Source: an optimization exercise on an open RTL-to-GDS flow (aim: small area, a short achievable clock period and few clock cycles per item). Production flows keep margins and buffers that such runs may drop. Function was checked by simulation only, so behaviour that the tests miss may differ from the original. No activity file was given, so power comes from the tool's default toggle rates.

==> design.v <==
module pqce_hyb_dec (
    input  wire        clk,
    input  wire        rst,
    input  wire        cmd_valid,
    output wire        cmd_ready,
    input  wire        cmd_dict,        
    input  wire [5:0]  cmd_bw,          
    input  wire        cmd_dis_env,     
    input  wire        cmd_len_valid,   
    input  wire [15:0] cmd_count,       
    input  wire [15:0] cmd_buf_len,     
    input  wire [15:0] cmd_length,      
    input  wire        in_valid,
    input  wire [7:0]  in_data,
    output wire        in_ready,
    output wire        out_valid,
    output wire [31:0] out_data,
    input  wire        out_ready,
    output wire        done,
    output wire [1:0]  done_cause,      
    output wire        done_space,      
    output wire        done_cbm         
);
    localparam [3:0] S_IDLE     = 4'd0,
                     S_ENV      = 4'd1,
                     S_WIDTH    = 4'd2,
                     S_LOOP     = 4'd3,
                     S_HDR      = 4'd4,
                     S_RLE_PAY  = 4'd5,
                     S_RLE_CHK  = 4'd6,
                     S_RLE_EMIT = 4'd7,
                     S_BP       = 4'd8,
                     S_FINISH   = 4'd9,
                     S_DONE     = 4'd10;
    reg [3:0]  state;
    reg [5:0]  bw;
    reg        len_valid;
    reg [15:0] length;
    reg [15:0] n_want;
    reg [15:0] avail;       
    reg [15:0] body_cnt;    
    reg [15:0] seen;        
    reg [2:0]  env_cnt;
    reg [31:0] hdr;
    reg [5:0]  hdr_shift;
    reg [31:0] rle_val;
    reg [2:0]  rle_idx;
    reg [30:0] rle_left;
    reg [39:0] bitbuf;
    reg [5:0]  nbits;
    reg [15:0] bp_left;
    reg [1:0]  cause;
    reg        space;
    reg        cbm;
    wire [5:0]  rle_nb6 = (bw + 6'd7) >> 3;                  
    wire [2:0]  rle_nb  = rle_nb6[2:0];
    wire [32:0] wmask33 = (33'd1 << bw) - 33'd1;
    wire [31:0] wmask   = wmask33[31:0];
    wire [15:0] room    = n_want - seen;
    wire [38:0] grp_shifted = {32'd0, in_data[6:0]} << hdr_shift;
    wire [31:0] hdr_next    = (hdr_shift < 6'd32) ? (hdr | grp_shifted[31:0]) : hdr;
    wire [31:0] rle_end  = {16'd0, seen} + {1'b0, hdr[31:1]};
    wire need_byte = (state == S_ENV) || (state == S_WIDTH) || (state == S_HDR) ||
                     (state == S_RLE_PAY && rle_idx != rle_nb) ||
                     (state == S_BP && bp_left != 16'd0 && nbits < bw);
    assign in_ready  = need_byte && (avail != 16'd0);
    wire   take      = in_ready && in_valid;
    assign out_valid = (state == S_RLE_EMIT && rle_left != 31'd0) ||
                       (state == S_BP && bp_left != 16'd0 && nbits >= bw);
    assign out_data  = (state == S_RLE_EMIT) ? rle_val : (bitbuf[31:0] & wmask);
    wire   give      = out_valid && out_ready;
    assign cmd_ready  = (state == S_IDLE);
    assign done       = (state == S_DONE);
    assign done_cause = cause;
    assign done_space = space;
    assign done_cbm   = cbm;
    always @(posedge clk) begin
        if (rst) begin
            state <= S_IDLE;
        end else begin
            if (take) begin
                avail <= avail - 16'd1;
                if (state != S_ENV)
                    body_cnt <= body_cnt + 16'd1;
            end
            case (state)
            S_IDLE: begin
                if (cmd_valid) begin
                    bw        <= cmd_bw;
                    len_valid <= cmd_len_valid & ~cmd_dict;
                    length    <= cmd_length;
                    n_want    <= cmd_count;
                    avail     <= cmd_buf_len;
                    body_cnt  <= 16'd0;
                    seen      <= 16'd0;
                    env_cnt   <= 3'd0;
                    cause     <= 2'd0;
                    space     <= 1'b0;
                    cbm       <= 1'b0;
                    if (cmd_dict) begin
                        state <= S_WIDTH;
                    end else if (cmd_bw > 6'd32) begin
                        cause <= 2'd2;
                        state <= S_DONE;
                    end else if (!cmd_dis_env) begin
                        if (cmd_buf_len < 16'd4) begin
                            cause <= 2'd1;
                            state <= S_DONE;
                        end else begin
                            state <= S_ENV;
                        end
                    end else begin
                        state <= S_LOOP;
                    end
                end
            end
            S_ENV: begin
                if (take) begin
                    env_cnt <= env_cnt + 3'd1;
                    if (env_cnt == 3'd3)
                        state <= S_LOOP;
                end
            end
            S_WIDTH: begin
                if (avail == 16'd0) begin
                    cause <= 2'd1;
                    state <= S_DONE;
                end else if (take) begin
                    bw <= in_data[5:0];
                    if (in_data[7] || in_data[6:0] > 7'd32) begin
                        cause <= 2'd2;
                        state <= S_DONE;
                    end else begin
                        state <= S_LOOP;
                    end
                end
            end
            S_LOOP: begin
                if (seen == n_want) begin
                    state <= S_FINISH;
                end else if (avail == 16'd0) begin
                    cause <= 2'd3;
                    state <= S_DONE;
                end else begin
                    hdr       <= 32'd0;
                    hdr_shift <= 6'd0;
                    state     <= S_HDR;
                end
            end
            S_HDR: begin
                if (avail == 16'd0) begin
                    cause <= 2'd1;
                    state <= S_DONE;
                end else if (take) begin
                    hdr <= hdr_next;
                    if (hdr_shift < 6'd35)
                        hdr_shift <= hdr_shift + 6'd7;
                    if (!in_data[7]) begin
                        if (hdr_next[0]) begin
                            bitbuf <= 40'd0;
                            nbits  <= 6'd0;
                            state  <= S_BP;
                        end else begin
                            rle_val <= 32'd0;
                            rle_idx <= 3'd0;
                            state   <= S_RLE_PAY;
                        end
                    end
                end
            end
            S_RLE_PAY: begin
                if (rle_idx == rle_nb) begin
                    state <= S_RLE_CHK;
                end else if (avail == 16'd0) begin
                    cause <= 2'd1;
                    state <= S_DONE;
                end else if (take) begin
                    rle_val <= rle_val | ({24'd0, in_data} << {rle_idx[1:0], 3'b000});
                    rle_idx <= rle_idx + 3'd1;
                end
            end
            S_RLE_CHK: begin
                if (rle_end > {16'd0, n_want}) begin
                    cause <= 2'd1;
                    space <= 1'b1;
                    state <= S_DONE;
                end else begin
                    rle_left <= hdr[31:1];
                    state    <= S_RLE_EMIT;
                end
            end
            S_RLE_EMIT: begin
                if (rle_left == 31'd0) begin
                    state <= S_LOOP;
                end else if (give) begin
                    rle_left <= rle_left - 31'd1;
                    seen     <= seen + 16'd1;
                end
            end
            S_BP: begin
                if (bp_left == 16'd0) begin
                    state <= S_LOOP;
                end else if (nbits >= bw) begin
                    if (give) begin
                        bitbuf  <= bitbuf >> bw;
                        nbits   <= nbits - bw;
                        bp_left <= bp_left - 16'd1;
                        seen    <= seen + 16'd1;
                    end
                end else if (avail == 16'd0) begin
                    cause <= 2'd1;
                    state <= S_DONE;
                end else if (take) begin
                    bitbuf <= bitbuf | ({32'd0, in_data} << nbits);
                    nbits  <= nbits + 6'd8;
                end
            end
            S_FINISH: begin
                cbm   <= len_valid && (body_cnt != length);
                state <= S_DONE;
            end
            S_DONE: begin
                state <= S_IDLE;
            end
            default: state <= S_IDLE;
            endcase
            if (state == S_HDR && take && !in_data[7] && hdr_next[0])
                bp_left <= ((hdr_next[31:1] >= 31'd8192) || ({hdr_next[31:1], 3'b000} >= {18'd0, room}))
                           ? room : {1'b0, hdr_next[12:1], 3'b000};
        end
    end
endmodule
==> run.sh <==
#!/bin/bash
# synth_recipe.tcl (not shown) runs the flow's synth.tcl, then flattens the netlist and writes it again
# the make line also repeats each setting of config.mk as NAME=value (left out here)
make -C /OpenROAD-flow-scripts/flow DESIGN_CONFIG=/design/flow/config.mk WORK_HOME=/design/flow/orfs CLKGATE_MAP_FILE= SYNTH_SCRIPT=/design/flow/synth_recipe.tcl finish
==> config.mk <==
export PLATFORM = sky130hd
export DESIGN_NAME = pqce_hyb_dec
export DESIGN_NICKNAME = pqce_hyb_dec
export VERILOG_FILES = /design/flow/design.v
export SDC_FILE = /design/flow/constraint.sdc
export NUM_CORES = 4
export LEC_CHECK = 0
export CAP_MARGIN = 20
export CORE_MARGIN = 2
export CORE_UTILIZATION = 40
export SLEW_MARGIN = 20
==> constraint.sdc <==
create_clock -name core_clock -period 7.0 [get_ports {clk}]
set_input_delay 1.4000 -clock core_clock [delete_from_list [all_inputs] [get_ports {clk}]]
set_output_delay 1.4000 -clock core_clock [all_outputs]
set_load 0.01 [all_outputs]
==> reports/metrics.csv <==
stage,metric,value,unit
run_status,status,"complete, no violations",
die,Ports,110,
placement,DPL Wire Length,50.3,mm
sta,worst relative slew slack,0.216,
placement,port bufs,109,
global_routing,Overall Global Routing Usage,0.253,
sta,setup ws final,993,ps
sta,max frequency,0.166,GHz
synthesis,Syn Nets,2512,
die,Die H,231,um
cts,worst skew pair latency,580,ps
pwr,peak supply drop,0.183,mV
cts,Hold Buf Count CTS,0,
sta,# setup viols final,0,
synthesis,async set-reset flop share out of synthesis,0,
routing,overall routed net length,68.7,mm
synthesis,"Seq/Total Area, Yosys",0.383,
routing,post-route ant nets,0,
routing,WL per Instance,22.1,um
layout,layout cells sized above 1,0.0810,
global_routing,first-pass GRT wire length,105,mm
die,starting density of the core,0.403,
global_routing,vias in the first global route,17700,
sta,final hold viol count,0,
placement,Setup WS pre-CTS,940,ps
synthesis,ys flop type,edfxtp_1,
pwr,Overall Power,7.96,mW
routing,Initial DRC Count,2051,
sta,worst-margin pin slew,1160,ps
global_routing,gr ovfl total,0,
layout,area grow syn2layout,13.7,%
cts,CTS tree,built,
layout,Total Nets Final,2548,
setup_path,WP data required,5600,ps
die,Core Region,51100,um2
synthesis,Unique masters post-synth,87,
sta,RSZ-0062 raised after global routing,false,
cts,CTS max path bufs,3,
die,Die ar.,53300,um2
cts,Post-CTS Resized,0,
sta,final-report max-slew violation count,0,
cts,Root Buffer,clkbuf_16,
synthesis,Post-synth EDFFs,260,
setup_path,CP Class,flop to output pin,
placement,placed insts,3039,
pwr,Leakage Power,8.40,nW
layout,final instance area,23400,um2
flow_run,max_cap viols,0,
cts,number of clock sinks,264,
cts,total CTS buffers,35,
routing,via count,18800,
routing,vias per cell,6.05,
layout,Post-Layout Cell Count,3102,
global_routing,pin count of the biggest net entering global routing,62,
synthesis,Syn Area/Cell,8.72,um2
die,DIE WIDTH,231,um
cts,"Setup Fix Bufs, Post-CTS",0,
synthesis,Synth Cell Area,20600,um2
cts,Clock transition at path regs,50,ps
placement,GPL Wtd Cong,0.949,
sta,Min Hold Slack,558,ps
setup_path,Critical Path Source Type,flop,
routing,first drt pass iteration count,6,
sta,Tmin final,6010,ps
setup_path,CP endpoint kind,output pin,
placement,Post-DP Area,22200,um2
synthesis,Mapped Cells,2360,
synthesis,synthesis-stage register bit count,264,
routing,drt drc,0,
synthesis,"Warnings, synthesis",1,
global_routing,initial antenna violation count,0,
die,Site Rows,83,
setup_path,CP max FO,17,
worst_hold_path,Hold WC Path Type,flop to flop,
layout,Layout Utilization,0.458,
sta,Max Clock Skew,52.2,ps
cts,H-tree depth,2,
pwr,Pwr Density,340,nW/um2
sta,Fin Setup TNS,0,ps
sta,"Period Utilization, post-route",0.858,
setup_path,"Arr. time, crit path",4610,ps
## cells in the mapped netlist (7+ instances only)
library cell | number | area (um2)
mux2i_1 | 53 | 531
buf_2 | 14 | 70.1
buf_1 | 14 | 52.6
o22ai_1 | 37 | 231
xnor2_1 | 66 | 578
a22oi_1 | 9 | 67.6
or3_1 | 29 | 181
edfxtp_1 | 260 | 7810
clkbuf_1 | 112 | 420
a221oi_1 | 13 | 114
a211oi_1 | 23 | 173
inv_1 | 86 | 323
mux2_2 | 35 | 394
xor2_1 | 65 | 569
nor2b_1 | 27 | 169
and3_1 | 15 | 93.8
or2_2 | 7 | 43.8
o21ai_1 | 8 | 40.0
o31ai_1 | 12 | 90.1
mux4_2 | 21 | 473
nand3_1 | 66 | 330
nand3b_1 | 9 | 67.6
a31oi_1 | 24 | 150
ha_1 | 79 | 988
a21oi_1 | 206 | 1030
or4_1 | 13 | 97.6
nor4_1 | 36 | 225
mux2_4 | 8 | 120
o21ai_0 | 191 | 956
o21a_1 | 16 | 120
and2_1 | 19 | 119
nand4_1 | 33 | 206
nand2_1 | 272 | 1020
nor3_1 | 59 | 295
nor2_1 | 268 | 1010
a21o_1 | 17 | 128
nand2b_1 | 14 | 87.6
## placed cells by master (no fill, tap or decap), types with 36 or more instances in the layout
| cell type | n |
|---|---|
| nor2_1 | 268 |
| edfxtp_1 | 260 |
| clkbuf_16 | 36 |
| mux2i_1 | 53 |
| nand2_1 | 270 |
| xnor2_1 | 66 |
| nand3_1 | 66 |
| o22ai_1 | 37 |
| buf_4 | 37 |
| ha_1 | 79 |
| o21ai_0 | 190 |
| clkdlybuf4s50_1 | 109 |
| inv_1 | 86 |
| a21oi_1 | 206 |
| xor2_1 | 65 |
| nor3_1 | 56 |
## metal layers
| layer | wire, um | global-route usage | up-vias |
|---|---|---|---|
| met5 | 0 | 0 | - |
| met4 | 2100 | 0.0804 | 0 |
| met3 | 5600 | 0.0405 | 131 |
| met2 | 30500 | 0.390 | 871 |
| met1 | 30500 | 0.362 | 9012 |
| li1 | - | - | 8762 |
## power breakdown
part	switching (mW)	total (mW)	internal, mW
logic	2.28	3.72	1.44
registers	0.307	2.41	2.10
clock network	0.732	1.83	1.10
total	3.32	7.96	4.64
## worst max-delay path, stage by stage, from the launching register on
cell,delay (ps)
edfxtp_1,600
or3_1,590
nor2_1,370
nand3_1,150
ha_1,410
o31ai_1,340
nand3_1,300
nor4_1,240
a21oi_1,60
o21ai_0,160
nand3_1,140
nand2_1,130
clkdlybuf4s50_1,540
## final timing paths
path              cells after the start                 start                      to  slack (ps)
setup / recovery                     12       bw[2]$_DFFE_PP_            out_data[28]         990
hold / removal                        1   len_valid$_DFFE_PP_       cbm$_SDFFCE_PN0P_         560
setup reg to reg                     18  hdr[2]$_SDFFCE_PN0P_  rle_left[30]$_DFFE_PP_        1410
hold reg to reg                       1   len_valid$_DFFE_PP_       cbm$_SDFFCE_PN0P_         560
## state kept, by name (all words and copies together), names as in the netlist, 2 cells and up
signal / flops
nbits: 6
hdr_shift: 6
avail: 16
bitbuf: 40
env_cnt: 3
rle_left: 31
cause: 2
state: 4
length: 16
bp_left: 16
bw: 6
rle_val: 32
rle_idx: 3
seen: 16
body_cnt: 16
hdr: 32
n_want: 16
## logic make-up (layout without fill, tap and decap cells)
kind of cell,after synthesis,count (layout),synth area share
compound gates,628,628,0.182
xor+xnor,131,131,0.0558
fa+ha+maj,82,82,0.0510
buf+inv,237,298,0.0465
flops,264,264,0.383
mux,117,117,0.0738
other cells,0,1,0
simple gates,901,901,0.208
## final cells by class
type | instances | area (um2)
well taps | 680 | 851
diodes | 1 | 2.50
clock buffers | 44 | 931
multi-input cells | 1859 | 11800
repair buffers | 146 | 1370
clock inverters | 18 | 214
inverters | 90 | 338
fillers | 5046 | 27700
flip-flops and latches | 264 | 7890
Testbench counts, summed over its fixed seeds: cycles 70,621, items 36,721.

[what the ideal ports hide]
The results above use ideal ports. As a check the final layout listed here was re-extracted and re-timed, cells and wires unchanged. Step 1 sets driving cells, clkbuf_16 on the clock port and buf_2 on the other inputs (assumed; they add their load-dependent delay and slew). Step 2 also shifts input and output timing later by t, the mid clock arrival at the registers, as if the neighbouring blocks saw the same clock. a / b / c = no drivers / after step 1 / after step 2; a / b = the first two.
t, ns: 0.605
setup WS [ns]: 0.993 / 0.936 / 0.861
worst setup path at the end: input to register
worst register clock-pin slew, ns: 0.06 / 0.06
After both steps this run still meets setup and hold. For this run, drivers alone change the setup slack by -0.057 ns; drivers and shift together by -0.132 ns.
